Background: an optimization exercise with open tools, aiming at small area and a short achievable clock period. Do not read the settings as production practice.
The RTL was checked by simulation tests, not by an equivalence proof against the original design.
In every run shown here, the design's own scripts or RTL, not TritonCTS, make the clock network.
No driver is modelled on the clock port, so clock power and skew are understated where the tree is cut down; a real chip needs a root buffer or a tree.
Power and IR drop assume default switching activity.

## flow/flow/run.sh

```bash
#!/bin/bash
# Standard ORFS layout (the standard.sh) with these changes to how the
# layout is made:
#  - after the standard synthesis, its combinational logic is re-mapped to
#    standard cells with an area-oriented ABC script (flow/remap.ys,
#    flow/remap.abc: area mapping, then sizing to a delay target); the
#    flip-flops stay as the standard synthesis made them;
#  - the port buffers use a small plain buffer instead of the delay buffer
#    the resizer picks by default;
#  - the clock reaches the flip-flops through four clock buffers in
#    parallel, which flow/clockbuf.tcl inserts before CTS and
#    flow/post_cts.tcl connects straight to the clock port after it,
#    instead of a two-level tree.
# Each tool's output goes to a log file of its own in this folder.
set -euo pipefail
R=$PWD/orfs/results/$FLOW_PLATFORM/gems_quantizer/base
export BUFFER_PORTS_ARGS="-buffer_cell sky130_fd_sc_hd__buf_1"
export CTS_ARGS="-sink_clustering_enable -repair_clock_nets -dont_use_dummy_load -clk_nets clk"
export PRE_CTS_TCL=$PWD/flow/clockbuf.tcl
export POST_CTS_TCL=$PWD/flow/post_cts.tcl

bash standard.sh $R/1_2_yosys.v > log_std_synth.log 2>&1

mkdir -p remap
LIB=$FLOW_HOME/platforms/$FLOW_PLATFORM/lib/sky130_fd_sc_hd__tt_025C_1v80.lib
cp $LIB remap/full.lib
python3 flow/libsplit.py $LIB remap/map.lib remap/comb.lib > log_libsplit.log 2>&1
cp $R/1_2_yosys.v remap/1_2_yosys.std.v
${YOSYS_EXE:-$FLOW_HOME/../tools/install/yosys/bin/yosys} -s flow/remap.ys > log_remap_yosys.log 2>&1
cp remap/1_2_yosys.v $R/1_2_yosys.v
touch $R/1_2_yosys.v

bash standard.sh > log_std_layout.log 2>&1
```

## flow/flow/clockbuf.tcl

```tcl
# PRE_CTS hook: drive the clock sinks from four clock buffers, one per
# quadrant of the sinks (split at the median x, then each half at its median
# y), each placed at its group's centroid; the clock port feeds only these
# buffers. CTS then runs on the port net alone, finds no tree to build, and
# the CTS step's own timing repair and legalisation follow as usual.
set cell sky130_fd_sc_hd__clkbuf_8
set block [ord::get_db_block]
set master [[ord::get_db] findMaster $cell]
set clk [$block findNet clk]
set sinks {}
foreach it [$clk getITerms] {
  set loc [[$it getInst] getLocation]
  lappend sinks [list [lindex $loc 0] [lindex $loc 1] $it]
}
proc halves {l idx} {
  set l [lsort -integer -index $idx $l]
  set h [expr {[llength $l] / 2}]
  return [list [lrange $l 0 [expr {$h - 1}]] [lrange $l $h end]]
}
set groups {}
foreach half [halves $sinks 0] {
  foreach q [halves $half 1] {
    lappend groups $q
  }
}
set g 0
foreach grp $groups {
  set buf [odb::dbInst_create $block $master clkbuf_root_$g]
  set net [odb::dbNet_create $block clknet_root_$g]
  set xs 0
  set ys 0
  foreach s $grp {
    set xs [expr {$xs + [lindex $s 0]}]
    set ys [expr {$ys + [lindex $s 1]}]
    set it [lindex $s 2]
    $it disconnect
    $it connect $net
  }
  set m [llength $grp]
  [$buf findITerm A] connect $clk
  [$buf findITerm X] connect $net
  $net setSigType CLOCK
  $buf setLocation [expr {$xs / $m}] [expr {$ys / $m}]
  $buf setPlacementStatus PLACED
  puts "clockbuf: buffer $g drives $m clock sinks"
  incr g
}
```

## flow/flow/libsplit.py

```python
#!/usr/bin/env python3
"""Split the platform liberty file for the re-mapping step.

usage: libsplit.py LIB OUT_MAP OUT_COMB
OUT_MAP : the library without the platform's don't-use cells (lpflow, probe),
          which ABC maps to.
OUT_COMB: only the combinational cells of OUT_MAP, which Yosys reads as logic
          so that the standard synthesis netlist can be flattened back to gates.
"""
import re, sys

src = open(sys.argv[1]).read()
pat = re.compile(r'\n\s*cell\s*\(\s*"?([A-Za-z0-9_]+)"?\s*\)\s*\{')
head = None
idx = 0
keep, comb = [], []
while True:
    m = pat.search(src, idx)
    if not m:
        tail = src[idx:]
        break
    if head is None:
        head = src[:m.start()]
    j = m.end()
    depth = 1
    while depth:
        c = src[j]
        if c == '{':
            depth += 1
        elif c == '}':
            depth -= 1
        j += 1
    name = m.group(1)
    body = src[m.start():j]
    idx = j
    if 'lpflow' in name or 'probe' in name:
        continue
    keep.append(body)
    if not re.search(r'\b(ff|latch|statetable)\s*\(', body):
        comb.append(body)
open(sys.argv[2], 'w').write(head + ''.join(keep) + tail)
open(sys.argv[3], 'w').write(head + ''.join(comb) + '\n}\n')
```

## flow/flow/post_cts.tcl

```tcl
# POST_CTS hook: CTS was given only the clock port's net, which then drives
# the four buffers of flow/clockbuf.tcl, and may have put a small tree of
# its own above them. Connect those four buffers straight to the clock port
# and remove the tree's buffers, which then drive nothing.
set block [ord::get_db_block]
set clk [$block findNet clk]
set mine {}
foreach inst [$block getInsts] {
  if {[string match clkbuf_root_* [$inst getName]]} {
    lappend mine $inst
  }
}
foreach inst $mine {
  set a [$inst findITerm A]
  set old [$a getNet]
  if {$old ne "NULL" && [$old getName] ne "clk"} {
    $a disconnect
    $a connect $clk
  }
}
set removed 1
set nremoved 0
while {$removed} {
  set removed 0
  foreach inst [$block getInsts] {
    set m [$inst getMaster]
    if {![string match sky130_fd_sc_hd__clkbuf_* [$m getName]]} { continue }
    if {[lsearch -exact $mine $inst] >= 0} { continue }
    set out [$inst findITerm X]
    set net [$out getNet]
    set loads 0
    if {$net ne "NULL"} {
      foreach it [$net getITerms] {
        if {[$it isInputSignal]} { incr loads }
      }
      incr loads [llength [$net getBTerms]]
    }
    if {$loads == 0} {
      foreach it [$inst getITerms] { $it disconnect }
      odb::dbInst_destroy $inst
      if {$net ne "NULL" && [llength [$net getITerms]] == 0 && [llength [$net getBTerms]] == 0} {
        odb::dbNet_destroy $net
      }
      set removed 1
      incr nremoved
    }
  }
}
puts "post_cts: removed $nremoved clock tree buffers above the clock buffers"
```

## flow/flow/remap.abc

```
strash
dc2
dch -f
amap
topo
upsize -D 3800
dnsize -D 3800
topo
```

## flow/flow/remap.ys

```
# Re-map the combinational logic of the standard synthesis netlist with an
# area-oriented ABC script. The flip-flops (cells of the liberty read with
# -lib) are kept as they are, with their names and cell types; the other
# cells are read as their logic function and flattened.
read_liberty -lib remap/full.lib
read_liberty -overwrite remap/comb.lib
read_verilog remap/1_2_yosys.std.v
hierarchy -top gems_quantizer
rename -hide gems_quantizer/c:* gems_quantizer/t:*__df* %d
flatten
opt
abc -liberty remap/map.lib -script flow/remap.abc
splitnets
opt_clean -purge
hilomap -singleton -hicell sky130_fd_sc_hd__conb_1 HI -locell sky130_fd_sc_hd__conb_1 LO
insbuf -buf sky130_fd_sc_hd__buf_4 A X
tee -o remap/stat.txt stat -liberty remap/full.lib
write_verilog -noattr -noexpr -nohex -nodec remap/1_2_yosys.v
design -reset
read_liberty -lib remap/full.lib
read_verilog remap/1_2_yosys.v
hierarchy -top gems_quantizer
check -assert -mapped
```

## flow/standard.sh

```bash
#!/bin/bash
# synth_recipe.tcl (not shown) runs the flow's synth.tcl, then flattens the netlist and writes it again
# the make line also repeats each setting of config.mk as NAME=value (left out here)
make -C /OpenROAD-flow-scripts/flow DESIGN_CONFIG=/design/flow/config.mk WORK_HOME=/design/flow/orfs CLKGATE_MAP_FILE= SYNTH_SCRIPT=/design/flow/synth_recipe.tcl "${@:-finish}"
```

## flow/config.mk

```make
export PLATFORM = sky130hd
export DESIGN_NAME = gems_quantizer
export DESIGN_NICKNAME = gems_quantizer
export VERILOG_FILES = /design/flow/design.v
export SDC_FILE = /design/flow/constraint.sdc
export NUM_CORES = 4
export LEC_CHECK = 0
export ABC_AREA = 1
export CAP_MARGIN = 20
export CORE_MARGIN = 2
export CORE_UTILIZATION = 60
export SLEW_MARGIN = 20
```

## flow/constraint.sdc

```tcl
create_clock -name core_clock -period 25.0 [get_ports {clk}]
set_input_delay 5.0000 -clock core_clock [delete_from_list [all_inputs] [get_ports {clk}]]
set_output_delay 5.0000 -clock core_clock [all_outputs]
set_load 0.01 [all_outputs]
```

## flow/design.v

```verilog
module gems_quantizer (
    input  wire        clk,
    input  wire        rst,
    input  wire        in_valid,
    input  wire [13:0] fm_raw,
    input  wire [9:0]  psg_div,
    input  wire [6:0]  note_in,
    output reg         out_valid,
    output reg  [6:0]  fm_note,
    output reg  [6:0]  psg_note,
    output reg  [13:0] fm_freq
);
    reg        s1_valid;
    reg [13:0] s1_raw;
    reg [9:0]  s1_div;
    reg [6:0]  s1_note;
    always @(posedge clk) begin
        if (rst)
            s1_valid <= 1'b0;
        else
            s1_valid <= in_valid;
        s1_raw  <= fm_raw;
        s1_div  <= psg_div;
        s1_note <= note_in;
    end
    wire [6:0] fm_note_c;
    wire fm_new_n22, fm_new_n23, fm_new_n24, fm_new_n25, fm_new_n26, fm_new_n27, fm_new_n28, fm_new_n29;
    wire fm_new_n30, fm_new_n31, fm_new_n32, fm_new_n33, fm_new_n34, fm_new_n35, fm_new_n36, fm_new_n37;
    wire fm_new_n38, fm_new_n39, fm_new_n40, fm_new_n41, fm_new_n42, fm_new_n43, fm_new_n44, fm_new_n45;
    wire fm_new_n46, fm_new_n47, fm_new_n48, fm_new_n49, fm_new_n50, fm_new_n51, fm_new_n52, fm_new_n53;
    wire fm_new_n54, fm_new_n55, fm_new_n56, fm_new_n57, fm_new_n58, fm_new_n59, fm_new_n60, fm_new_n61;
    wire fm_new_n62, fm_new_n63, fm_new_n64, fm_new_n65, fm_new_n66, fm_new_n67, fm_new_n68, fm_new_n69;
    wire fm_new_n70, fm_new_n71, fm_new_n72, fm_new_n73, fm_new_n74, fm_new_n75, fm_new_n76, fm_new_n77;
    wire fm_new_n78, fm_new_n79, fm_new_n80, fm_new_n81, fm_new_n82, fm_new_n83, fm_new_n84, fm_new_n85;
    wire fm_new_n86, fm_new_n87, fm_new_n88, fm_new_n89, fm_new_n90, fm_new_n91, fm_new_n92, fm_new_n93;
    wire fm_new_n94, fm_new_n95, fm_new_n96, fm_new_n97, fm_new_n98, fm_new_n99, fm_new_n100, fm_new_n101;
    wire fm_new_n102, fm_new_n103, fm_new_n104, fm_new_n105, fm_new_n106, fm_new_n107, fm_new_n108, fm_new_n109;
    wire fm_new_n110, fm_new_n111, fm_new_n112, fm_new_n113, fm_new_n114, fm_new_n115, fm_new_n116, fm_new_n117;
    wire fm_new_n118, fm_new_n119, fm_new_n120, fm_new_n121, fm_new_n122, fm_new_n123, fm_new_n124, fm_new_n125;
    wire fm_new_n126, fm_new_n127, fm_new_n128, fm_new_n129, fm_new_n130, fm_new_n131, fm_new_n132, fm_new_n133;
    wire fm_new_n134, fm_new_n135, fm_new_n136, fm_new_n137, fm_new_n138, fm_new_n139, fm_new_n140, fm_new_n141;
    wire fm_new_n142, fm_new_n143, fm_new_n144, fm_new_n145, fm_new_n146, fm_new_n147, fm_new_n148, fm_new_n149;
    wire fm_new_n150, fm_new_n151, fm_new_n152, fm_new_n153, fm_new_n154, fm_new_n155, fm_new_n156, fm_new_n157;
    wire fm_new_n158, fm_new_n159, fm_new_n160, fm_new_n161, fm_new_n162, fm_new_n163, fm_new_n164, fm_new_n165;
    wire fm_new_n166, fm_new_n167, fm_new_n168, fm_new_n169, fm_new_n170, fm_new_n171, fm_new_n172, fm_new_n173;
    wire fm_new_n174, fm_new_n175, fm_new_n176, fm_new_n177, fm_new_n178, fm_new_n179, fm_new_n180, fm_new_n181;
    wire fm_new_n182, fm_new_n183, fm_new_n184, fm_new_n185, fm_new_n186, fm_new_n187, fm_new_n188, fm_new_n189;
    wire fm_new_n190, fm_new_n191, fm_new_n193, fm_new_n194, fm_new_n195, fm_new_n196, fm_new_n197, fm_new_n198;
    wire fm_new_n199, fm_new_n200, fm_new_n202, fm_new_n203, fm_new_n204, fm_new_n205, fm_new_n206, fm_new_n207;
    wire fm_new_n208, fm_new_n209, fm_new_n210, fm_new_n211, fm_new_n213, fm_new_n214, fm_new_n215, fm_new_n216;
    wire fm_new_n217, fm_new_n218, fm_new_n219, fm_new_n220, fm_new_n221, fm_new_n223, fm_new_n224, fm_new_n225;
    wire fm_new_n226, fm_new_n227, fm_new_n228, fm_new_n229, fm_new_n230, fm_new_n232, fm_new_n233, fm_new_n234;
    assign fm_new_n22 = ~s1_raw[9] & ~s1_raw[10];
    assign fm_new_n23 = ~s1_raw[7] & fm_new_n22;
    assign fm_new_n24 = s1_raw[4] & fm_new_n23;
    assign fm_new_n25 = ~s1_raw[8] & ~fm_new_n24;
    assign fm_new_n26 = ~s1_raw[8] & fm_new_n23;
    assign fm_new_n27 = s1_raw[6] & fm_new_n26;
    assign fm_new_n28 = ~s1_raw[10] & ~fm_new_n27;
    assign fm_new_n29 = s1_raw[5] & fm_new_n26;
    assign fm_new_n30 = ~s1_raw[9] & ~fm_new_n29;
    assign fm_new_n31 = s1_raw[2] & fm_new_n26;
    assign fm_new_n32 = s1_raw[6] & ~fm_new_n26;
    assign fm_new_n33 = ~fm_new_n31 & ~fm_new_n32;
    assign fm_new_n34 = fm_new_n30 & ~fm_new_n33;
    assign fm_new_n35 = fm_new_n28 & ~fm_new_n34;
    assign fm_new_n36 = ~fm_new_n25 & ~fm_new_n35;
    assign fm_new_n37 = ~fm_new_n25 & fm_new_n30;
    assign fm_new_n38 = fm_new_n28 & ~fm_new_n37;
    assign fm_new_n39 = fm_new_n28 & fm_new_n30;
    assign fm_new_n40 = s1_raw[5] & ~fm_new_n26;
    assign fm_new_n41 = s1_raw[1] & fm_new_n26;
    assign fm_new_n42 = ~fm_new_n40 & ~fm_new_n41;
    assign fm_new_n43 = fm_new_n39 & ~fm_new_n42;
    assign fm_new_n44 = s1_raw[3] & fm_new_n26;
    assign fm_new_n45 = ~s1_raw[7] & ~fm_new_n44;
    assign fm_new_n46 = ~fm_new_n39 & ~fm_new_n45;
    assign fm_new_n47 = ~fm_new_n43 & ~fm_new_n46;
    assign fm_new_n48 = fm_new_n38 & ~fm_new_n47;
    assign fm_new_n49 = ~fm_new_n36 & ~fm_new_n48;
    assign fm_new_n50 = fm_new_n25 & fm_new_n35;
    assign fm_new_n51 = ~fm_new_n25 & fm_new_n45;
    assign fm_new_n52 = fm_new_n28 & ~fm_new_n51;
    assign fm_new_n53 = fm_new_n30 & ~fm_new_n52;
    assign fm_new_n54 = ~fm_new_n50 & ~fm_new_n53;
    assign fm_new_n55 = ~fm_new_n49 & fm_new_n54;
    assign fm_new_n56 = ~fm_new_n38 & fm_new_n47;
    assign fm_new_n57 = s1_raw[4] & ~fm_new_n26;
    assign fm_new_n58 = s1_raw[0] & fm_new_n26;
    assign fm_new_n59 = ~fm_new_n57 & ~fm_new_n58;
    assign fm_new_n60 = fm_new_n39 & ~fm_new_n59;
    assign fm_new_n61 = ~fm_new_n33 & ~fm_new_n39;
    assign fm_new_n62 = ~fm_new_n60 & ~fm_new_n61;
    assign fm_new_n63 = fm_new_n38 & fm_new_n62;
    assign fm_new_n64 = ~fm_new_n56 & ~fm_new_n63;
    assign fm_new_n65 = ~fm_new_n26 & fm_new_n39;
    assign fm_new_n66 = s1_raw[3] & fm_new_n65;
    assign fm_new_n67 = ~fm_new_n39 & ~fm_new_n42;
    assign fm_new_n68 = ~fm_new_n66 & ~fm_new_n67;
    assign fm_new_n69 = fm_new_n38 & ~fm_new_n68;
    assign fm_new_n70 = ~fm_new_n38 & ~fm_new_n62;
    assign fm_new_n71 = ~fm_new_n69 & ~fm_new_n70;
    assign fm_new_n72 = fm_new_n64 & ~fm_new_n71;
    assign fm_new_n73 = s1_raw[2] & fm_new_n65;
    assign fm_new_n74 = ~fm_new_n39 & ~fm_new_n59;
    assign fm_new_n75 = ~fm_new_n73 & ~fm_new_n74;
    assign fm_new_n76 = ~fm_new_n38 & ~fm_new_n75;
    assign fm_new_n77 = ~s1_raw[2] & ~fm_new_n22;
    assign fm_new_n78 = ~s1_raw[0] & fm_new_n22;
    assign fm_new_n79 = ~fm_new_n77 & ~fm_new_n78;
    assign fm_new_n80 = ~fm_new_n26 & fm_new_n79;
    assign fm_new_n81 = fm_new_n38 & fm_new_n80;
    assign fm_new_n82 = ~fm_new_n76 & ~fm_new_n81;
    assign fm_new_n83 = ~s1_raw[3] & ~fm_new_n22;
    assign fm_new_n84 = ~s1_raw[1] & fm_new_n22;
    assign fm_new_n85 = ~fm_new_n83 & ~fm_new_n84;
    assign fm_new_n86 = ~fm_new_n26 & fm_new_n85;
    assign fm_new_n87 = fm_new_n82 & ~fm_new_n86;
    assign fm_new_n88 = s1_raw[1] & ~fm_new_n22;
    assign fm_new_n89 = ~s1_raw[0] & ~fm_new_n38;
    assign fm_new_n90 = fm_new_n88 & ~fm_new_n89;
    assign fm_new_n91 = ~fm_new_n38 & fm_new_n80;
    assign fm_new_n92 = ~fm_new_n90 & ~fm_new_n91;
    assign fm_new_n93 = fm_new_n38 & ~fm_new_n75;
    assign fm_new_n94 = ~fm_new_n38 & ~fm_new_n68;
    assign fm_new_n95 = ~fm_new_n93 & ~fm_new_n94;
    assign fm_new_n96 = fm_new_n92 & fm_new_n95;
    assign fm_new_n97 = fm_new_n87 & fm_new_n96;
    assign fm_new_n98 = fm_new_n72 & ~fm_new_n97;
    assign fm_new_n99 = fm_new_n55 & fm_new_n98;
    assign fm_new_n100 = fm_new_n54 & ~fm_new_n64;
    assign fm_new_n101 = fm_new_n49 & fm_new_n100;
    assign fm_new_n102 = fm_new_n87 & fm_new_n92;
    assign fm_new_n103 = fm_new_n72 & ~fm_new_n95;
    assign fm_new_n104 = ~fm_new_n102 & fm_new_n103;
    assign fm_new_n105 = fm_new_n49 & ~fm_new_n104;
    assign fm_new_n106 = s1_raw[2] & s1_raw[10];
    assign fm_new_n107 = s1_raw[0] & s1_raw[9];
    assign fm_new_n108 = ~s1_raw[10] & fm_new_n107;
    assign fm_new_n109 = ~fm_new_n106 & ~fm_new_n108;
    assign fm_new_n110 = s1_raw[1] & ~fm_new_n109;
    assign fm_new_n111 = s1_raw[0] & fm_new_n106;
    assign fm_new_n112 = ~fm_new_n110 & ~fm_new_n111;
    assign fm_new_n113 = s1_raw[3] & ~fm_new_n112;
    assign fm_new_n114 = ~fm_new_n82 & fm_new_n113;
    assign fm_new_n115 = fm_new_n71 & fm_new_n95;
    assign fm_new_n116 = ~fm_new_n114 & fm_new_n115;
    assign fm_new_n117 = ~fm_new_n82 & fm_new_n85;
    assign fm_new_n118 = fm_new_n95 & ~fm_new_n117;
    assign fm_new_n119 = ~fm_new_n71 & ~fm_new_n118;
    assign fm_new_n120 = ~fm_new_n64 & ~fm_new_n96;
    assign fm_new_n121 = fm_new_n119 & fm_new_n120;
    assign fm_new_n122 = ~fm_new_n116 & ~fm_new_n121;
    assign fm_new_n123 = fm_new_n105 & fm_new_n122;
    assign fm_new_n124 = ~fm_new_n87 & ~fm_new_n95;
    assign fm_new_n125 = fm_new_n38 & fm_new_n85;
    assign fm_new_n126 = ~fm_new_n76 & ~fm_new_n125;
    assign fm_new_n127 = ~fm_new_n110 & fm_new_n126;
    assign fm_new_n128 = fm_new_n124 & ~fm_new_n127;
    assign fm_new_n129 = ~fm_new_n64 & ~fm_new_n71;
    assign fm_new_n130 = fm_new_n114 & fm_new_n129;
    assign fm_new_n131 = fm_new_n128 & fm_new_n130;
    assign fm_new_n132 = fm_new_n71 & ~fm_new_n128;
    assign fm_new_n133 = ~fm_new_n49 & ~fm_new_n132;
    assign fm_new_n134 = ~fm_new_n131 & fm_new_n133;
    assign fm_new_n135 = ~fm_new_n54 & ~fm_new_n134;
    assign fm_new_n136 = s1_raw[0] & ~fm_new_n84;
    assign fm_new_n137 = ~fm_new_n88 & ~fm_new_n136;
    assign fm_new_n138 = ~fm_new_n106 & fm_new_n137;
    assign fm_new_n139 = fm_new_n126 & fm_new_n138;
    assign fm_new_n140 = fm_new_n124 & ~fm_new_n139;
    assign fm_new_n141 = fm_new_n68 & ~fm_new_n110;
    assign fm_new_n142 = fm_new_n87 & fm_new_n141;
    assign fm_new_n143 = ~fm_new_n140 & ~fm_new_n142;
    assign fm_new_n144 = fm_new_n49 & ~fm_new_n143;
    assign fm_new_n145 = ~fm_new_n100 & ~fm_new_n137;
    assign fm_new_n146 = fm_new_n92 & ~fm_new_n145;
    assign fm_new_n147 = ~fm_new_n71 & ~fm_new_n126;
    assign fm_new_n148 = ~fm_new_n146 & fm_new_n147;
    assign fm_new_n149 = ~fm_new_n54 & fm_new_n64;
    assign fm_new_n150 = ~fm_new_n100 & ~fm_new_n149;
    assign fm_new_n151 = ~fm_new_n119 & ~fm_new_n150;
    assign fm_new_n152 = ~fm_new_n148 & fm_new_n151;
    assign fm_new_n153 = ~fm_new_n144 & ~fm_new_n152;
    assign fm_new_n154 = ~fm_new_n135 & fm_new_n153;
    assign fm_new_n155 = ~fm_new_n123 & ~fm_new_n154;
    assign fm_new_n156 = ~fm_new_n101 & ~fm_new_n155;
    assign fm_new_n157 = fm_new_n71 & fm_new_n101;
    assign fm_new_n158 = ~fm_new_n140 & fm_new_n157;
    assign fm_new_n159 = ~fm_new_n156 & ~fm_new_n158;
    assign fm_new_n160 = ~fm_new_n99 & ~fm_new_n159;
    assign fm_new_n161 = s1_raw[13] & ~fm_new_n26;
    assign fm_new_n162 = ~fm_new_n54 & fm_new_n105;
    assign fm_new_n163 = s1_raw[11] & s1_raw[12];
    assign fm_new_n164 = ~fm_new_n28 & fm_new_n163;
    assign fm_new_n165 = ~fm_new_n162 & fm_new_n164;
    assign fm_new_n166 = fm_new_n161 & fm_new_n165;
    assign fm_new_n167 = ~s1_raw[3] & fm_new_n25;
    assign fm_new_n168 = fm_new_n39 & fm_new_n167;
    assign fm_new_n169 = s1_raw[13] & ~fm_new_n168;
    assign fm_new_n170 = s1_raw[1] & s1_raw[13];
    assign fm_new_n171 = fm_new_n163 & fm_new_n170;
    assign fm_new_n172 = fm_new_n31 & fm_new_n171;
    assign fm_new_n173 = ~fm_new_n169 & fm_new_n172;
    assign fm_new_n174 = ~fm_new_n166 & ~fm_new_n173;
    assign fm_new_n175 = ~fm_new_n160 & ~fm_new_n174;
    assign fm_new_n176 = ~fm_new_n161 & ~fm_new_n165;
    assign fm_new_n177 = fm_new_n26 & ~fm_new_n169;
    assign fm_new_n178 = s1_raw[11] & ~fm_new_n38;
    assign fm_new_n179 = ~fm_new_n162 & fm_new_n178;
    assign fm_new_n180 = ~s1_raw[12] & fm_new_n39;
    assign fm_new_n181 = ~s1_raw[11] & fm_new_n38;
    assign fm_new_n182 = fm_new_n162 & fm_new_n181;
    assign fm_new_n183 = ~fm_new_n179 & ~fm_new_n182;
    assign fm_new_n184 = s1_raw[12] & ~fm_new_n39;
    assign fm_new_n185 = ~fm_new_n180 & ~fm_new_n184;
    assign fm_new_n186 = ~fm_new_n183 & fm_new_n185;
    assign fm_new_n187 = ~fm_new_n180 & ~fm_new_n186;
    assign fm_new_n188 = ~fm_new_n179 & ~fm_new_n187;
    assign fm_new_n189 = ~fm_new_n177 & ~fm_new_n188;
    assign fm_new_n190 = fm_new_n176 & ~fm_new_n189;
    assign fm_new_n191 = fm_new_n160 & ~fm_new_n190;
    assign fm_note_c[0] = fm_new_n175 | fm_new_n191;
    assign fm_new_n193 = fm_new_n119 & ~fm_new_n156;
    assign fm_new_n194 = fm_new_n149 & ~fm_new_n193;
    assign fm_new_n195 = fm_new_n150 & fm_new_n193;
    assign fm_new_n196 = ~fm_new_n55 & ~fm_new_n158;
    assign fm_new_n197 = ~fm_new_n98 & ~fm_new_n196;
    assign fm_new_n198 = ~fm_new_n195 & ~fm_new_n197;
    assign fm_new_n199 = ~fm_new_n194 & fm_new_n198;
    assign fm_new_n200 = ~fm_new_n190 & ~fm_new_n199;
    assign fm_note_c[1] = ~fm_new_n174 | fm_new_n200;
    assign fm_new_n202 = ~s1_raw[0] & fm_new_n190;
    assign fm_new_n203 = ~fm_new_n178 & ~fm_new_n181;
    assign fm_new_n204 = fm_new_n54 & ~fm_new_n158;
    assign fm_new_n205 = ~fm_new_n99 & fm_new_n204;
    assign fm_new_n206 = ~fm_new_n162 & ~fm_new_n205;
    assign fm_new_n207 = fm_new_n203 & ~fm_new_n206;
    assign fm_new_n208 = ~fm_new_n203 & fm_new_n206;
    assign fm_new_n209 = ~fm_new_n207 & ~fm_new_n208;
    assign fm_new_n210 = ~fm_new_n190 & fm_new_n209;
    assign fm_new_n211 = fm_new_n174 & ~fm_new_n210;
    assign fm_note_c[2] = ~fm_new_n202 & ~fm_new_n211;
    assign fm_new_n213 = fm_new_n183 & ~fm_new_n185;
    assign fm_new_n214 = ~fm_new_n186 & ~fm_new_n213;
    assign fm_new_n215 = fm_new_n203 & ~fm_new_n204;
    assign fm_new_n216 = fm_new_n99 & ~fm_new_n203;
    assign fm_new_n217 = ~fm_new_n215 & ~fm_new_n216;
    assign fm_new_n218 = ~fm_new_n214 & ~fm_new_n217;
    assign fm_new_n219 = ~fm_new_n166 & fm_new_n214;
    assign fm_new_n220 = fm_new_n217 & fm_new_n219;
    assign fm_new_n221 = ~fm_new_n218 & ~fm_new_n220;
    assign fm_note_c[3] = ~fm_new_n190 & fm_new_n221;
    assign fm_new_n223 = ~fm_new_n176 & fm_new_n189;
    assign fm_new_n224 = ~fm_new_n190 & ~fm_new_n223;
    assign fm_new_n225 = fm_new_n181 & ~fm_new_n185;
    assign fm_new_n226 = ~fm_new_n181 & fm_new_n185;
    assign fm_new_n227 = ~fm_new_n225 & ~fm_new_n226;
    assign fm_new_n228 = fm_new_n217 & ~fm_new_n227;
    assign fm_new_n229 = ~fm_new_n224 & fm_new_n228;
    assign fm_new_n230 = ~fm_new_n223 & ~fm_new_n228;
    assign fm_note_c[4] = ~fm_new_n229 & ~fm_new_n230;
    assign fm_new_n232 = fm_new_n219 & ~fm_new_n223;
    assign fm_new_n233 = ~fm_new_n219 & ~fm_new_n224;
    assign fm_new_n234 = ~fm_new_n228 & ~fm_new_n233;
    assign fm_note_c[5] = ~fm_new_n232 & fm_new_n234;
    assign fm_note_c[6] = fm_new_n223 & ~fm_new_n234;
    wire [5:0] ps_k;
    wire ps_new_n17, ps_new_n18, ps_new_n19, ps_new_n20, ps_new_n21, ps_new_n22, ps_new_n23, ps_new_n24;
    wire ps_new_n25, ps_new_n26, ps_new_n27, ps_new_n28, ps_new_n29, ps_new_n30, ps_new_n31, ps_new_n32;
    wire ps_new_n33, ps_new_n34, ps_new_n35, ps_new_n36, ps_new_n37, ps_new_n38, ps_new_n39, ps_new_n40;
    wire ps_new_n41, ps_new_n42, ps_new_n43, ps_new_n44, ps_new_n45, ps_new_n46, ps_new_n47, ps_new_n48;
    wire ps_new_n49, ps_new_n50, ps_new_n51, ps_new_n52, ps_new_n53, ps_new_n54, ps_new_n55, ps_new_n56;
    wire ps_new_n57, ps_new_n58, ps_new_n59, ps_new_n60, ps_new_n61, ps_new_n62, ps_new_n63, ps_new_n64;
    wire ps_new_n65, ps_new_n66, ps_new_n67, ps_new_n68, ps_new_n69, ps_new_n70, ps_new_n71, ps_new_n72;
    wire ps_new_n73, ps_new_n74, ps_new_n75, ps_new_n76, ps_new_n77, ps_new_n78, ps_new_n79, ps_new_n80;
    wire ps_new_n81, ps_new_n82, ps_new_n83, ps_new_n84, ps_new_n85, ps_new_n86, ps_new_n87, ps_new_n88;
    wire ps_new_n89, ps_new_n90, ps_new_n91, ps_new_n92, ps_new_n93, ps_new_n94, ps_new_n95, ps_new_n96;
    wire ps_new_n97, ps_new_n98, ps_new_n99, ps_new_n100, ps_new_n101, ps_new_n102, ps_new_n103, ps_new_n104;
    wire ps_new_n105, ps_new_n106, ps_new_n107, ps_new_n108, ps_new_n109, ps_new_n110, ps_new_n111, ps_new_n112;
    wire ps_new_n113, ps_new_n114, ps_new_n115, ps_new_n116, ps_new_n117, ps_new_n118, ps_new_n119, ps_new_n120;
    wire ps_new_n121, ps_new_n122, ps_new_n123, ps_new_n124, ps_new_n125, ps_new_n126, ps_new_n127, ps_new_n128;
    wire ps_new_n129, ps_new_n130, ps_new_n131, ps_new_n132, ps_new_n133, ps_new_n134, ps_new_n135, ps_new_n136;
    wire ps_new_n137, ps_new_n138, ps_new_n139, ps_new_n140, ps_new_n141, ps_new_n142, ps_new_n143, ps_new_n144;
    wire ps_new_n145, ps_new_n146, ps_new_n147, ps_new_n148, ps_new_n149, ps_new_n150, ps_new_n151, ps_new_n152;
    wire ps_new_n153, ps_new_n154, ps_new_n155, ps_new_n156, ps_new_n157, ps_new_n158, ps_new_n159, ps_new_n160;
    wire ps_new_n161, ps_new_n162, ps_new_n163, ps_new_n164, ps_new_n165, ps_new_n166, ps_new_n167, ps_new_n168;
    wire ps_new_n169, ps_new_n171, ps_new_n172, ps_new_n173, ps_new_n174, ps_new_n175, ps_new_n176, ps_new_n177;
    wire ps_new_n178, ps_new_n179, ps_new_n180, ps_new_n181, ps_new_n182, ps_new_n183, ps_new_n184, ps_new_n185;
    wire ps_new_n186, ps_new_n187, ps_new_n188, ps_new_n189, ps_new_n190, ps_new_n191, ps_new_n192, ps_new_n193;
    wire ps_new_n194, ps_new_n195, ps_new_n196, ps_new_n197, ps_new_n198, ps_new_n199, ps_new_n200, ps_new_n201;
    wire ps_new_n202, ps_new_n203, ps_new_n204, ps_new_n205, ps_new_n206, ps_new_n207, ps_new_n208, ps_new_n209;
    wire ps_new_n210, ps_new_n211, ps_new_n212, ps_new_n213, ps_new_n214, ps_new_n215, ps_new_n216, ps_new_n217;
    wire ps_new_n219, ps_new_n220, ps_new_n221, ps_new_n222, ps_new_n223, ps_new_n224, ps_new_n225, ps_new_n227;
    wire ps_new_n228, ps_new_n229, ps_new_n230, ps_new_n231, ps_new_n233, ps_new_n234, ps_new_n235, ps_new_n236;
    wire ps_new_n237, ps_new_n239;
    assign ps_new_n17 = ~s1_div[8] & ~s1_div[9];
    assign ps_new_n18 = ~s1_div[4] & s1_div[5];
    assign ps_new_n19 = s1_div[5] & ~s1_div[6];
    assign ps_new_n20 = ~s1_div[5] & s1_div[6];
    assign ps_new_n21 = ~ps_new_n19 & ~ps_new_n20;
    assign ps_new_n22 = ~s1_div[2] & ~s1_div[3];
    assign ps_new_n23 = ~s1_div[4] & s1_div[6];
    assign ps_new_n24 = ~s1_div[1] & ~s1_div[2];
    assign ps_new_n25 = ps_new_n23 & ~ps_new_n24;
    assign ps_new_n26 = s1_div[0] & s1_div[1];
    assign ps_new_n27 = s1_div[5] & ps_new_n26;
    assign ps_new_n28 = ~ps_new_n25 & ~ps_new_n27;
    assign ps_new_n29 = ~s1_div[3] & ps_new_n28;
    assign ps_new_n30 = ~ps_new_n22 & ~ps_new_n29;
    assign ps_new_n31 = ~ps_new_n21 & ~ps_new_n30;
    assign ps_new_n32 = ps_new_n22 & ~ps_new_n26;
    assign ps_new_n33 = s1_div[5] & s1_div[6];
    assign ps_new_n34 = ~s1_div[1] & ps_new_n33;
    assign ps_new_n35 = ~s1_div[4] & ps_new_n34;
    assign ps_new_n36 = s1_div[2] & s1_div[3];
    assign ps_new_n37 = ~s1_div[4] & ~ps_new_n36;
    assign ps_new_n38 = s1_div[5] & ps_new_n37;
    assign ps_new_n39 = ~ps_new_n35 & ~ps_new_n38;
    assign ps_new_n40 = ~ps_new_n32 & ~ps_new_n39;
    assign ps_new_n41 = ps_new_n31 & ~ps_new_n40;
    assign ps_new_n42 = ~s1_div[0] & ~s1_div[1];
    assign ps_new_n43 = s1_div[2] & ~ps_new_n42;
    assign ps_new_n44 = ~s1_div[3] & ~ps_new_n43;
    assign ps_new_n45 = ps_new_n23 & ps_new_n44;
    assign ps_new_n46 = ~ps_new_n40 & ~ps_new_n45;
    assign ps_new_n47 = ~ps_new_n31 & ~ps_new_n46;
    assign ps_new_n48 = ~s1_div[5] & ~ps_new_n23;
    assign ps_new_n49 = s1_div[4] & ~s1_div[6];
    assign ps_new_n50 = s1_div[5] & ~ps_new_n49;
    assign ps_new_n51 = ~ps_new_n48 & ~ps_new_n50;
    assign ps_new_n52 = s1_div[0] & ps_new_n49;
    assign ps_new_n53 = ~ps_new_n33 & ~ps_new_n52;
    assign ps_new_n54 = ~ps_new_n51 & ps_new_n53;
    assign ps_new_n55 = s1_div[4] & s1_div[6];
    assign ps_new_n56 = ~s1_div[1] & ~ps_new_n55;
    assign ps_new_n57 = ps_new_n36 & ~ps_new_n56;
    assign ps_new_n58 = ~ps_new_n54 & ps_new_n57;
    assign ps_new_n59 = ~s1_div[7] & ~ps_new_n58;
    assign ps_new_n60 = ~ps_new_n47 & ps_new_n59;
    assign ps_new_n61 = ~ps_new_n41 & ps_new_n60;
    assign ps_new_n62 = ~s1_div[2] & ps_new_n42;
    assign ps_new_n63 = s1_div[3] & ~ps_new_n62;
    assign ps_new_n64 = ~ps_new_n61 & ~ps_new_n63;
    assign ps_new_n65 = ~ps_new_n18 & ~ps_new_n64;
    assign ps_new_n66 = ~s1_div[6] & ~ps_new_n65;
    assign ps_new_n67 = ~s1_div[7] & ~ps_new_n66;
    assign ps_new_n68 = s1_div[8] & s1_div[9];
    assign ps_new_n69 = ps_new_n26 & ps_new_n36;
    assign ps_new_n70 = ps_new_n19 & ps_new_n69;
    assign ps_new_n71 = ps_new_n22 & ps_new_n42;
    assign ps_new_n72 = s1_div[4] & ~ps_new_n71;
    assign ps_new_n73 = ~ps_new_n20 & ps_new_n72;
    assign ps_new_n74 = ~ps_new_n70 & ps_new_n73;
    assign ps_new_n75 = ps_new_n68 & ~ps_new_n74;
    assign ps_new_n76 = ps_new_n67 & ps_new_n75;
    assign ps_new_n77 = ~ps_new_n17 & ~ps_new_n76;
    assign ps_new_n78 = s1_div[3] & ps_new_n55;
    assign ps_new_n79 = ps_new_n43 & ps_new_n78;
    assign ps_new_n80 = s1_div[7] & ~ps_new_n33;
    assign ps_new_n81 = ps_new_n68 & ps_new_n80;
    assign ps_new_n82 = ~ps_new_n79 & ps_new_n81;
    assign ps_new_n83 = ~s1_div[4] & ~ps_new_n69;
    assign ps_new_n84 = s1_div[5] & ~ps_new_n83;
    assign ps_new_n85 = ~s1_div[6] & ~ps_new_n84;
    assign ps_new_n86 = s1_div[5] & ~ps_new_n44;
    assign ps_new_n87 = ps_new_n85 & ~ps_new_n86;
    assign ps_new_n88 = ps_new_n82 & ~ps_new_n87;
    assign ps_new_n89 = ~s1_div[7] & ps_new_n84;
    assign ps_new_n90 = ~s1_div[5] & ps_new_n37;
    assign ps_new_n91 = ~s1_div[7] & ~ps_new_n90;
    assign ps_new_n92 = ~ps_new_n22 & ps_new_n49;
    assign ps_new_n93 = ~ps_new_n91 & ~ps_new_n92;
    assign ps_new_n94 = ~s1_div[2] & ~ps_new_n26;
    assign ps_new_n95 = s1_div[3] & ~ps_new_n94;
    assign ps_new_n96 = ps_new_n19 & ps_new_n95;
    assign ps_new_n97 = ~ps_new_n93 & ps_new_n96;
    assign ps_new_n98 = ~ps_new_n89 & ~ps_new_n97;
    assign ps_new_n99 = s1_div[5] & ~ps_new_n45;
    assign ps_new_n100 = ps_new_n93 & ~ps_new_n99;
    assign ps_new_n101 = ~s1_div[8] & ~ps_new_n100;
    assign ps_new_n102 = ps_new_n98 & ps_new_n101;
    assign ps_new_n103 = ~ps_new_n88 & ~ps_new_n102;
    assign ps_new_n104 = ps_new_n77 & ps_new_n103;
    assign ps_new_n105 = s1_div[7] & ps_new_n85;
    assign ps_new_n106 = ~ps_new_n44 & ps_new_n105;
    assign ps_new_n107 = ~ps_new_n104 & ~ps_new_n106;
    assign ps_new_n108 = ps_new_n21 & ~ps_new_n67;
    assign ps_new_n109 = ~ps_new_n32 & ps_new_n55;
    assign ps_new_n110 = ~ps_new_n108 & ps_new_n109;
    assign ps_new_n111 = s1_div[5] & ps_new_n67;
    assign ps_new_n112 = s1_div[7] & ~ps_new_n66;
    assign ps_new_n113 = ps_new_n39 & ps_new_n112;
    assign ps_new_n114 = ~ps_new_n111 & ~ps_new_n113;
    assign ps_new_n115 = ~ps_new_n110 & ~ps_new_n114;
    assign ps_new_n116 = ~s1_div[7] & ~s1_div[9];
    assign ps_new_n117 = ~ps_new_n34 & ps_new_n116;
    assign ps_new_n118 = ps_new_n22 & ps_new_n23;
    assign ps_new_n119 = ~ps_new_n36 & ps_new_n49;
    assign ps_new_n120 = ~s1_div[9] & ~ps_new_n119;
    assign ps_new_n121 = ~ps_new_n118 & ps_new_n120;
    assign ps_new_n122 = ~ps_new_n117 & ~ps_new_n121;
    assign ps_new_n123 = s1_div[4] & ~ps_new_n44;
    assign ps_new_n124 = ~ps_new_n122 & ~ps_new_n123;
    assign ps_new_n125 = ~s1_div[9] & ~ps_new_n85;
    assign ps_new_n126 = ~ps_new_n124 & ~ps_new_n125;
    assign ps_new_n127 = s1_div[1] & s1_div[2];
    assign ps_new_n128 = ~s1_div[6] & ps_new_n127;
    assign ps_new_n129 = ~s1_div[3] & ~s1_div[4];
    assign ps_new_n130 = ~ps_new_n128 & ps_new_n129;
    assign ps_new_n131 = ps_new_n23 & ps_new_n24;
    assign ps_new_n132 = s1_div[1] & s1_div[4];
    assign ps_new_n133 = ~s1_div[5] & ps_new_n132;
    assign ps_new_n134 = ps_new_n36 & ps_new_n133;
    assign ps_new_n135 = ~ps_new_n131 & ~ps_new_n134;
    assign ps_new_n136 = ~ps_new_n130 & ps_new_n135;
    assign ps_new_n137 = ~s1_div[7] & ~ps_new_n136;
    assign ps_new_n138 = ~ps_new_n126 & ~ps_new_n137;
    assign ps_new_n139 = ~ps_new_n115 & ps_new_n138;
    assign ps_new_n140 = ~ps_new_n107 & ps_new_n139;
    assign ps_new_n141 = ~ps_new_n85 & ps_new_n112;
    assign ps_new_n142 = ~ps_new_n18 & ~ps_new_n19;
    assign ps_new_n143 = ps_new_n30 & ps_new_n142;
    assign ps_new_n144 = ~ps_new_n63 & ~ps_new_n142;
    assign ps_new_n145 = ~ps_new_n143 & ~ps_new_n144;
    assign ps_new_n146 = ps_new_n141 & ps_new_n145;
    assign ps_new_n147 = ~s1_div[2] & ps_new_n72;
    assign ps_new_n148 = ps_new_n95 & ~ps_new_n147;
    assign ps_new_n149 = ~ps_new_n32 & ps_new_n48;
    assign ps_new_n150 = ~ps_new_n148 & ps_new_n149;
    assign ps_new_n151 = ~ps_new_n61 & ps_new_n150;
    assign ps_new_n152 = ~ps_new_n146 & ~ps_new_n151;
    assign ps_new_n153 = ps_new_n84 & ~ps_new_n147;
    assign ps_new_n154 = ~ps_new_n39 & ~ps_new_n42;
    assign ps_new_n155 = ps_new_n28 & ~ps_new_n33;
    assign ps_new_n156 = ~ps_new_n154 & ps_new_n155;
    assign ps_new_n157 = ~ps_new_n153 & ps_new_n156;
    assign ps_new_n158 = ~s1_div[5] & ps_new_n45;
    assign ps_new_n159 = ps_new_n28 & ~ps_new_n55;
    assign ps_new_n160 = ~s1_div[3] & ~ps_new_n159;
    assign ps_new_n161 = ~ps_new_n158 & ps_new_n160;
    assign ps_new_n162 = ~ps_new_n157 & ~ps_new_n161;
    assign ps_new_n163 = s1_div[4] & ps_new_n43;
    assign ps_new_n164 = ~ps_new_n119 & ps_new_n163;
    assign ps_new_n165 = ~ps_new_n162 & ~ps_new_n164;
    assign ps_new_n166 = ps_new_n59 & ~ps_new_n165;
    assign ps_new_n167 = ~s1_div[9] & ~ps_new_n166;
    assign ps_new_n168 = ps_new_n152 & ps_new_n167;
    assign ps_new_n169 = ~ps_new_n104 & ~ps_new_n168;
    assign ps_k[0] = ~ps_new_n140 & ~ps_new_n169;
    assign ps_new_n171 = s1_div[6] & ~s1_div[7];
    assign ps_new_n172 = s1_div[4] & ps_new_n171;
    assign ps_new_n173 = ps_k[0] & ps_new_n172;
    assign ps_new_n174 = ~s1_div[6] & ps_new_n98;
    assign ps_new_n175 = ~ps_new_n77 & ps_new_n174;
    assign ps_new_n176 = ~s1_div[8] & ~ps_new_n174;
    assign ps_new_n177 = ~ps_new_n175 & ~ps_new_n176;
    assign ps_new_n178 = ps_new_n33 & ps_new_n116;
    assign ps_new_n179 = ~ps_new_n82 & ~ps_new_n178;
    assign ps_new_n180 = ps_new_n177 & ps_new_n179;
    assign ps_new_n181 = ~ps_new_n173 & ps_new_n180;
    assign ps_new_n182 = ps_new_n33 & ~ps_new_n59;
    assign ps_new_n183 = ~ps_new_n84 & ~ps_new_n182;
    assign ps_new_n184 = ps_new_n72 & ps_new_n152;
    assign ps_new_n185 = ~ps_new_n183 & ~ps_new_n184;
    assign ps_new_n186 = ps_new_n48 & ~ps_new_n49;
    assign ps_new_n187 = ps_new_n148 & ps_new_n186;
    assign ps_new_n188 = ~ps_new_n122 & ~ps_new_n187;
    assign ps_new_n189 = ~ps_new_n61 & ps_new_n188;
    assign ps_new_n190 = ~ps_new_n185 & ps_new_n189;
    assign ps_new_n191 = ~ps_new_n105 & ps_new_n174;
    assign ps_new_n192 = s1_div[4] & ~ps_new_n33;
    assign ps_new_n193 = ps_new_n30 & ps_new_n192;
    assign ps_new_n194 = ps_new_n116 & ~ps_new_n193;
    assign ps_new_n195 = ~ps_new_n191 & ~ps_new_n194;
    assign ps_new_n196 = ps_new_n46 & ~ps_new_n195;
    assign ps_new_n197 = ~s1_div[8] & ps_new_n171;
    assign ps_new_n198 = ps_new_n84 & ps_new_n197;
    assign ps_new_n199 = ~ps_new_n196 & ps_new_n198;
    assign ps_new_n200 = ~ps_new_n190 & ~ps_new_n199;
    assign ps_new_n201 = ~ps_new_n181 & ps_new_n200;
    assign ps_new_n202 = ps_new_n108 & ps_k[0];
    assign ps_new_n203 = ~s1_div[6] & ~ps_new_n123;
    assign ps_new_n204 = ps_new_n65 & ps_new_n203;
    assign ps_new_n205 = s1_div[8] & ~ps_new_n204;
    assign ps_new_n206 = ~s1_div[5] & ~ps_new_n45;
    assign ps_new_n207 = ps_new_n39 & ~ps_new_n206;
    assign ps_new_n208 = ps_new_n116 & ~ps_new_n207;
    assign ps_new_n209 = ~ps_new_n205 & ps_new_n208;
    assign ps_new_n210 = ~s1_div[7] & ~ps_new_n209;
    assign ps_new_n211 = ~s1_div[9] & ps_new_n141;
    assign ps_new_n212 = ~ps_new_n210 & ~ps_new_n211;
    assign ps_new_n213 = ~ps_new_n67 & ~ps_new_n212;
    assign ps_new_n214 = ~ps_new_n21 & ~ps_new_n213;
    assign ps_new_n215 = ~s1_div[9] & ps_new_n205;
    assign ps_new_n216 = ~ps_new_n214 & ps_new_n215;
    assign ps_new_n217 = ~ps_new_n202 & ps_new_n216;
    assign ps_k[1] = ps_new_n201 | ps_new_n217;
    assign ps_new_n219 = ps_new_n181 & ~ps_new_n212;
    assign ps_new_n220 = ps_new_n186 & ps_new_n189;
    assign ps_new_n221 = ~s1_div[9] & ~ps_new_n51;
    assign ps_new_n222 = s1_div[7] & ~ps_new_n221;
    assign ps_new_n223 = ~ps_new_n196 & ~ps_new_n222;
    assign ps_new_n224 = ~ps_new_n220 & ps_new_n223;
    assign ps_new_n225 = ~ps_new_n177 & ~ps_new_n224;
    assign ps_k[2] = ps_new_n219 | ps_new_n225;
    assign ps_new_n227 = ps_new_n84 & ps_new_n174;
    assign ps_new_n228 = s1_div[9] & ~ps_new_n141;
    assign ps_new_n229 = ~ps_new_n227 & ~ps_new_n228;
    assign ps_new_n230 = ~s1_div[8] & ~ps_new_n229;
    assign ps_new_n231 = ~ps_new_n209 & ~ps_new_n211;
    assign ps_k[3] = ps_new_n230 | ~ps_new_n231;
    assign ps_new_n233 = ~ps_new_n158 & ps_new_n171;
    assign ps_new_n234 = ps_new_n17 & ~ps_new_n105;
    assign ps_new_n235 = ~ps_new_n233 & ps_new_n234;
    assign ps_new_n236 = s1_div[8] & ~s1_div[9];
    assign ps_new_n237 = ~ps_new_n141 & ps_new_n236;
    assign ps_k[4] = ps_new_n235 | ps_new_n237;
    assign ps_new_n239 = ps_new_n17 & ~ps_new_n227;
    assign ps_k[5] = ~ps_new_n141 & ps_new_n239;
    wire [13:0] fm_freq_c;
    wire ff_new_n22, ff_new_n24, ff_new_n25, ff_new_n26, ff_new_n27, ff_new_n28, ff_new_n29, ff_new_n31;
    wire ff_new_n32, ff_new_n33, ff_new_n34, ff_new_n35, ff_new_n36, ff_new_n38, ff_new_n39, ff_new_n40;
    wire ff_new_n41, ff_new_n42, ff_new_n44, ff_new_n45, ff_new_n46, ff_new_n48, ff_new_n49, ff_new_n50;
    wire ff_new_n51, ff_new_n54, ff_new_n55, ff_new_n56, ff_new_n57, ff_new_n58, ff_new_n60, ff_new_n61;
    wire ff_new_n63, ff_new_n65, ff_new_n68;
    assign ff_new_n22 = s1_note[5] & s1_note[4];
    assign fm_freq_c[13] = s1_note[6] | ff_new_n22;
    assign ff_new_n24 = s1_note[6] & s1_note[4];
    assign ff_new_n25 = s1_note[5] & ~fm_freq_c[13];
    assign ff_new_n26 = ~ff_new_n24 & ~ff_new_n25;
    assign ff_new_n27 = ~s1_note[5] & s1_note[4];
    assign ff_new_n28 = ~s1_note[6] & ~ff_new_n27;
    assign ff_new_n29 = s1_note[3] & ~ff_new_n28;
    assign fm_freq_c[12] = ~ff_new_n26 | ff_new_n29;
    assign ff_new_n31 = s1_note[3] & ~ff_new_n26;
    assign ff_new_n32 = ~ff_new_n28 & ~fm_freq_c[12];
    assign ff_new_n33 = ~ff_new_n31 & ~ff_new_n32;
    assign ff_new_n34 = s1_note[3] & ff_new_n28;
    assign ff_new_n35 = ff_new_n26 & ~ff_new_n34;
    assign ff_new_n36 = s1_note[2] & ~ff_new_n35;
    assign fm_freq_c[11] = ~ff_new_n33 | ff_new_n36;
    assign ff_new_n38 = ~ff_new_n31 & ~ff_new_n35;
    assign ff_new_n39 = ~s1_note[2] & ff_new_n38;
    assign ff_new_n40 = s1_note[2] & ~ff_new_n33;
    assign ff_new_n41 = ~ff_new_n39 & ~ff_new_n40;
    assign ff_new_n42 = ~s1_note[1] & ~s1_note[0];
    assign fm_freq_c[10] = ~ff_new_n41 & ~ff_new_n42;
    assign ff_new_n44 = ~s1_note[2] & ff_new_n33;
    assign ff_new_n45 = ~ff_new_n38 & ~ff_new_n44;
    assign ff_new_n46 = ~ff_new_n39 & ~ff_new_n45;
    assign fm_freq_c[8] = ~fm_freq_c[10] & ~ff_new_n46;
    assign ff_new_n48 = ~ff_new_n40 & ff_new_n45;
    assign ff_new_n49 = ~s1_note[0] & ~ff_new_n48;
    assign ff_new_n50 = s1_note[1] & ~ff_new_n49;
    assign ff_new_n51 = ~s1_note[1] & ff_new_n49;
    assign fm_freq_c[2] = ff_new_n50 | ff_new_n51;
    assign fm_freq_c[7] = ff_new_n46 | fm_freq_c[2];
    assign ff_new_n54 = s1_note[0] & ~ff_new_n41;
    assign ff_new_n55 = s1_note[0] & ~ff_new_n46;
    assign ff_new_n56 = s1_note[1] & ff_new_n46;
    assign ff_new_n57 = ff_new_n41 & ~ff_new_n56;
    assign ff_new_n58 = ~ff_new_n55 & ff_new_n57;
    assign fm_freq_c[6] = ~ff_new_n54 & ~ff_new_n58;
    assign ff_new_n60 = ~s1_note[0] & ff_new_n46;
    assign ff_new_n61 = ~ff_new_n42 & ff_new_n48;
    assign fm_freq_c[5] = ~ff_new_n60 & ~ff_new_n61;
    assign ff_new_n63 = ~s1_note[1] & ff_new_n55;
    assign fm_freq_c[4] = ~ff_new_n57 | ff_new_n63;
    assign ff_new_n65 = ff_new_n55 & ~fm_freq_c[4];
    assign fm_freq_c[3] = ~ff_new_n60 & ~ff_new_n65;
    assign fm_freq_c[1] = ff_new_n56 | fm_freq_c[3];
    assign ff_new_n68 = ~s1_note[0] & ~fm_freq_c[2];
    assign fm_freq_c[0] = ff_new_n55 | ff_new_n68;
    assign fm_freq_c[9] = ~fm_freq_c[10];
    always @(posedge clk) begin
        if (rst)
            out_valid <= 1'b0;
        else
            out_valid <= s1_valid;
        fm_note  <= fm_note_c;
        psg_note <= {ps_k[5], ~ps_k[5], ps_k[4:0]};
        fm_freq  <= fm_freq_c;
    end
endmodule
```

==> key figures, run 1 <==
Outcome
  • Status: finished clean

Final layout
  • Register area: 0.00122 mm²
  • Multi-input gate area in the final layout: 0.00147 mm²
  • Fillers: 392
  • Design Area, Final: 0.00329 mm²
  • # diodes: 0
  • Layout area overhead: 12.7%
  • Nets@finish: 499
  • Layout cell share with drive strength beyond 1: 1.08%

Worst setup path
  • Bufs and invs on worst path: 1
  • Worst Path Max Fanout: 1
  • CP startpoint kind: register
  • Critical path class: reg -> out
  • Critical path's largest stage delay: 350 ps
  • R2R setup slack: 19750 ps
  • Critical Path AT: 660 ps
  • Required time of the critical path: 20000 ps
  • Crit-path leading delay family: flip-flops
  • CP endpoint kind: output pin
  • Crit-path cells: buf_1
  • Slowest-stage cell, CP: dfxtp_1

GRT
  • Number of global-route vias before repair: 2832
  • Largest net degree at the start of global routing: 17
  • First-pass GRT wire length: 12.7 mm
  • Grt ovf: 0
  • Initial antenna violation count: 0
  • Overall Global Routing Usage: 29.7%

Drt
  • DRC errors left: 0
  • DR vias/cell: 5.98
  • Via Count: 3171
  • TritonRoute pass-1 iters: 5
  • Routed Antenna Nets: 0
  • 1st-iter DRT viols: 247
  • Post-Route WL: 7.76 mm
  • Routed length per instance: 14.6 µm

Synthesis
  • Syn_area_per_cell: 7.36 µm²
  • Cells after synthesis: 397
  • YS warnings: 1
  • Mapped Area: 0.00292 mm²
  • Mapped Nets: 431

Place
  • # port buffers: 62
  • Dpl cell area: 0.00324 mm²
  • DP HPWL: 6.03 mm
  • GPL Wtd Cong: 1.02

Timing
  • RSZ-0062 raised after global routing: false
  • Final-report setup violation count: 0
  • Final Critical Period: 5660 ps
  • Hold Fails Final Rpt: 0
  • Relative slew slack: 37.6%
  • Final period util: 22.6%
  • Setup TNS: 0 ps
  • Final Max Tran Viols: 0
  • Clk_skew: 18.3 ps
  • Least-Margin Pin Slew: 926 ps
  • Highest clock rate: 0.177 GHz

Power and ir drop
  • Lkg Pwr: 1.16 nW
  • Pwr dens: 62.0 mW/mm²
  • Pwr Total: 0.204 mW
  • VDD IR max: 0.0000641 V

Clock network
  • Worst-Skew Late Latency: 160 ps
  • Clk pin slew, worst setup/hold paths: 80 ps

Floorplanning
  • Die H: 73.8 µm
  • Chip width: 73.8 µm
  • Die footprint: 0.00544 mm²
  • Io pins: 63
  • Initial Util: 61.8%
  • Core footprint: 0.00472 mm²
  • Site Rows: 25

Run
  • Maxcap violations: 0

Worst hold path
  • Worst Hold Class: reg -> reg
## path summary, 6_finish.rpt
kind                             from              endpoint  cells after the start
setup / recovery   fm_freq[0]$_DFF_P_            fm_freq[0]                      1
hold / removal    s1_valid$_SDFF_PP0_  out_valid$_SDFF_PP0_                      1
setup reg to reg   s1_raw[10]$_DFF_P_    fm_note[5]$_DFF_P_                     20
hold reg to reg   s1_valid$_SDFF_PP0_  out_valid$_SDFF_PP0_                      1
## layer usage
metal / GRT usage (%) / share of wire [%]
met5: 0 / 0
met2: 48.2 / 45
met3: 5.49 / 10
met4: 10.7 / 2.2
met1: 39.2 / 42
## flip-flops by register name (all words and copies together), names as in the netlist
signal and count:
s1_note 7, s1_div 10, s1_valid 1, fm_note 7, out_valid 1, s1_raw 14
psg_note 7, fm_freq 14
## per-stage QoR
stage	util, %	std cells	hold slack, ps	setup slack [ps]
finish	69.7	530	463	19340
global route	69.7	530	469	19120
detailed placement	68.5	526	437	19520
global placement	68.5	526	421	19570
floorplan	-	397	414	19670
## report_power, final
| part | internal, mW | switching, mW | leakage (nW) |
|---|---|---|---|
| combinational | 0.0189 | 0.0344 | 0.619 |
| sequential | 0.107 | 0.00511 | 0.513 |
| clock | 0.0148 | 0.0236 | 0.0288 |
## cell usage in the layout, fill, tap and decap left out, types with 4 or more instances in the layout
cell type	n
nor2_1	82
buf_1	62
dfxtp_1	61
clkinv_1	60
o21ai_0	37
nand2_1	25
a21oi_1	21
o22ai_1	15
nor2b_1	10
nor3_1	10
a22oi_1	8
o21a_1	8
a31oi_1	8
or2_0	7
a32oi_1	5
o32ai_1	4
nand3_1	4
clkbuf_8	4
## final cells by class
type | count | area share [%]
Multi-Input combinational cell | 276 | 44.8
Sequential cell | 61 | 37.1
Timing Repair Buffer | 62 | 7.07
Inverter | 60 | 6.84
Buffer | 4 | 1.67
Tap cell | 67 | 2.55
==> run 2: changes to the inputs <==
--- a/flow/flow/run.sh
+++ b/flow/flow/run.sh
@@ -2,9 +2,10 @@
 # Standard ORFS layout (the standard.sh) with these changes to how the
 # layout is made:
 #  - after the standard synthesis, its combinational logic is re-mapped to
-#    standard cells with an area-oriented ABC script (flow/remap.ys,
-#    flow/remap.abc: area mapping, then sizing to a delay target); the
-#    flip-flops stay as the standard synthesis made them;
+#    standard cells by area-oriented ABC scripts (flow/remap.ys with each
+#    flow/remap_*.abc: area mapping, then sizing to a delay target; the
+#    smallest result is kept); the flip-flops stay as the standard
+#    synthesis made them;
 #  - the port buffers use a small plain buffer instead of the delay buffer
 #    the resizer picks by default;
 #  - the clock reaches the flip-flops through four clock buffers in
@@ -26,7 +27,25 @@
 cp $LIB remap/full.lib
 python3 flow/libsplit.py $LIB remap/map.lib remap/comb.lib > log_libsplit.log 2>&1
 cp $R/1_2_yosys.v remap/1_2_yosys.std.v
-${YOSYS_EXE:-$FLOW_HOME/../tools/install/yosys/bin/yosys} -s flow/remap.ys > log_remap_yosys.log 2>&1
+YOSYS=${YOSYS_EXE:-$FLOW_HOME/../tools/install/yosys/bin/yosys}
+# Re-map with each ABC script flow/remap_*.abc and keep the smallest result.
+best=
+best_area=
+for s in flow/remap_*.abc; do
+  n=$(basename $s .abc)
+  cp $s remap/script.abc
+  $YOSYS -s flow/remap.ys > log_${n}_yosys.log 2>&1
+  cp remap/1_2_yosys.v remap/$n.v
+  cp remap/stat.txt remap/$n.stat
+  a=$(awk '/Chip area/ {print $NF}' remap/$n.stat)
+  echo "$n $a" >> log_remap_choice.log
+  if [[ -z "$best" ]] || awk -v a="$a" -v b="$best_area" 'BEGIN {exit !(a < b)}'; then
+    best=$n
+    best_area=$a
+  fi
+done
+echo "chosen: $best $best_area" >> log_remap_choice.log
+cp remap/$best.v remap/1_2_yosys.v
 cp remap/1_2_yosys.v $R/1_2_yosys.v
 touch $R/1_2_yosys.v
 
--- a/flow/flow/remap.ys
+++ b/flow/flow/remap.ys
@@ -9,7 +9,7 @@
 rename -hide gems_quantizer/c:* gems_quantizer/t:*__df* %d
 flatten
 opt
-abc -liberty remap/map.lib -script flow/remap.abc
+abc -liberty remap/map.lib -script remap/script.abc
 splitnets
 opt_clean -purge
 hilomap -singleton -hicell sky130_fd_sc_hd__conb_1 HI -locell sky130_fd_sc_hd__conb_1 LO
==> flow/flow/remap_a.abc (new file) <==
strash
dc2
dch -f
amap
topo
upsize -D 3800
dnsize -D 3800
topo
==> flow/flow/remap_b.abc (new file) <==
strash
dch -f
amap
strash
dch -f
amap
strash
dch -f
amap
topo
upsize -D 3800
dnsize -D 3800
topo
==> flow/flow/remap_c.abc (new file) <==
strash
dc2
dch -f
amap
strash
dch -f
map -a
strash
dch -f
amap
topo
upsize -D 3800
dnsize -D 3800
topo
removed: flow/flow/remap.abc
==> run 2 against run 1 <==
Against the previous run:
- sequential share of layout area increased by 0.56 points
- still clean
- clock power is essentially flat
- worst setup slack is essentially flat
- area after synthesis fell by 1.4%
- power down 0.76%
- largest cell class unchanged
- core utilization decreased by 0.11 points
==> key figures, run 2 <==
Synthesis
  • Mapped Nets: 424 (-1.6%)
  • YS warnings: 1 (unchanged)
  • Syn_area_per_cell: 7.39 µm² (+0.40%)
  • Cells after synthesis: 390 (-1.8%)
  • Mapped Area: 0.00288 mm² (-1.4%)

Timing
  • Hold Fails Final Rpt: 0 (unchanged)
  • Final Max Tran Viols: 0 (unchanged)
  • Setup TNS: 0 ps (unchanged)
  • RSZ-0062 raised after global routing: false
  • Final Critical Period: 5660 ps (+0.100 ps)
  • Final hold slack: 464 ps (+1.13 ps)
  • Least-Margin Pin Slew: 996 ps (+69.8 ps)
  • Clk_skew: 12.6 ps (-5.68 ps)
  • Highest clock rate: 0.177 GHz (about the same)
  • Final-report setup violation count: 0 (unchanged)
  • Final period util: 22.6% (about the same)
  • Relative slew slack: 32.9% (-4.7 points)

GRT
  • Grt ovf: 0 (unchanged)
  • Largest net degree at the start of global routing: 17 (unchanged)
  • Number of global-route vias before repair: 2702 (-4.6%)
  • Initial antenna violation count: 0 (unchanged)
  • First-pass GRT wire length: 11.6 mm (-8.2%)
  • Overall Global Routing Usage: 27.3% (-2.3 points)

Power and ir drop
  • Switching fraction of total power: 30.6% (-0.32 points)
  • Pwr dens: 62.4 mW/mm² (+0.74%)
  • Int Power: 0.141 mW (-0.30%)
  • Comb pwr share: 25.8% (-0.3 points)
  • Pwr Total: 0.202 mW (-0.76%)
  • Switching power: 0.0619 mW (-1.8%)
  • VDD IR max: 0.0000555 V (-13%)
  • Lkg Pwr: 1.15 nW (-0.59%)
  • Flop pwr share: 55.3% (+0.2 points)
  • Proportion of power drawn by the clock network: 18.9% (about the same)

Clock network
  • Worst-Skew Late Latency: 160 ps (about the same)
  • Clk pin slew, worst setup/hold paths: 90 ps (about the same)

Worst setup path
  • Worst reg2reg endpoint: psg_note[1]$_DFF_P_
  • Slowest-stage cell, CP: dfxtp_1
  • Critical path class: reg -> out
  • CP endpoint kind: output pin
  • Required time of the critical path: 20000 ps (about the same)
  • Worst r2r path cells: 17 (-15%)
  • Critical Path AT: 660 ps (about the same)
  • Crit-path cells: buf_1
  • CP startpoint kind: register
  • Worst Path Max Fanout: 1 (unchanged)
  • RR Startpoint: s1_div[5]$_DFF_P_
  • Critical path's largest stage delay: 340 ps (about the same)
  • R2R setup slack: 20350 ps (+600 ps)
  • Crit-path leading delay family: flip-flops
  • Bufs and invs on worst path: 1 (unchanged)

Final layout
  • Largest registers: fm_freq x14, s1_raw x14, s1_div x10
  • Layout Utilization: 69.6% (-0.11 points)
  • Nets@finish: 493 (-1.2%)
  • # diodes: 0 (unchanged)
  • Layout area overhead: 12.6%
  • Fillers: 375 (-4.3%)
  • Most frequent cells in the layout: nor2_1 (76), buf_1 (62), dfxtp_1 (61), clkinv_1 (58), o21ai_0 (38)
  • Non-filler cells, final: 511 (-3.6%)
  • Layout cell share with drive strength beyond 1: 1.09% (+0.014 points)
  • Most common cell after layout, fill and taps aside: nor2_1

Floorplanning
  • Die H: 73.3 µm (-0.65%)
  • Die footprint: 0.00537 mm² (-1.3%)
  • Io pins: 63 (unchanged)
  • Initial Util: 61.8% (about the same)
  • Core footprint: 0.00466 mm² (-1.3%)
  • Chip width: 73.3 µm (-0.65%)
  • Site Rows: 25 (unchanged)

Worst hold path
  • Worst Hold Launch: s1_note[6]$_DFF_P_
  • Worst hold endpoint: fm_freq[13]$_DFF_P_
  • Worst Hold Class: reg -> reg
  • Min-Delay Path Depth: 2 (+1)

Drt
  • Post-Route WL: 7.10 mm (-8.5%)
  • DRC errors left: 0 (unchanged)
  • 1st-iter DRT viols: 492 (+99%)
  • DR vias/cell: 6.10 (+2.0%)
  • Routed Antenna Nets: 0 (unchanged)
  • Via Count: 3117 (-1.7%)
  • TritonRoute pass-1 iters: 8 (+3)
  • Routed length per instance: 13.9 µm (-5.1%)

Place
  • DP HPWL: 5.52 mm (-8.5%)
  • Placed cell count: 507 (-3.6%)
  • GPL Wtd Cong: 1.04 (+2.2%)
  • # port buffers: 62 (unchanged)

Outcome
  • Status: finished clean

Run
  • Maxcap violations: 0 (unchanged)
[run 2: through the flow]
step           worst slack, ps  instance area (µm²)
6_report                 19340                 3240
5_1_grt                  19310                 3240
3_5_place_dp             19510                 3190
3_3_place_gp             19540                 3190
2_1_floorplan            19670                 2880
[run 2: how the worst max path moves through the flow]
stage	from	endpoint	slack, ps	depth (start not counted)
2_1_floorplan	fm_freq[0]$_DFF_P_	fm_freq[0]	19670	0
3_3_place_gp	fm_freq[4]$_DFF_P_	fm_freq[4]	19540	1
3_5_place_dp	fm_freq[2]$_DFF_P_	fm_freq[2]	19510	1
5_1_grt	fm_freq[2]$_DFF_P_	fm_freq[2]	19310	1
6_report	fm_freq[2]$_DFF_P_	fm_freq[2]	19340	1
[run 2: power by group through the flow]
| stage | Clock [mW] | Sequential, mW | Combinational, mW |
|---|---|---|---|
| floorplan | 0 | 0.117 | 0.0324 |
| global placement | 0 | 0.114 | 0.0502 |
| detailed placement | 0 | 0.114 | 0.0508 |
| global route | 0.0422 | 0.113 | 0.0583 |
| finish | 0.0384 | 0.112 | 0.0522 |
[run 2: layout make-up]
| type | count | area [µm²] | area share (%) |
|---|---|---|---|
| repair buffers | 63 | 240 | 7.41 |
| well taps | 54 | 67.6 | 2.08 |
| flip-flops and latches | 61 | 1220 | 37.7 |
| inverters | 58 | 218 | 6.71 |
| plain buffers | 4 | 55.1 | 1.70 |
| multi-input cells | 271 | 1440 | 44.4 |
[run 2: routing by layer]
metal | global-route usage, % | routed length, µm | vias up
met4 | 8.64 | 222 | 0
li1 | - | - | 1522
met3 | 7.27 | 763 | 37
met2 | 44.7 | 3170 | 211
met1 | 35.1 | 2940 | 1347
met5 | 0 | 0 | -

-- re-timing with driven ports --
The results above use ideal ports. As a check the final layouts listed here were re-extracted and re-timed, cells and wires unchanged. Step 1: set_driving_cell puts a clkbuf_16 on clk and a buf_2 on each other input, an assumption about the parent block. Step 2 also shifts input and output timing later by t, the mid clock arrival at the registers, as if the neighbouring blocks saw the same clock. a / b / c = ideal ports / drivers / drivers and shift; a / b = the first two.
run | t, ns | setup WS [ns] | clock arrival spread, ns | worst slew at a driven data input, ns | cell pins on the clock port's net
run 1 | 0.212 | 19.339 / 19.279 / 19.490 | 0.019 / 0.019 | 0.05 | 4
run 2 | 0.206 | 19.339 / 19.283 / 19.489 | 0.017 / 0.017 | 0.04 | 4
After both steps setup and hold are still met in every run listed.
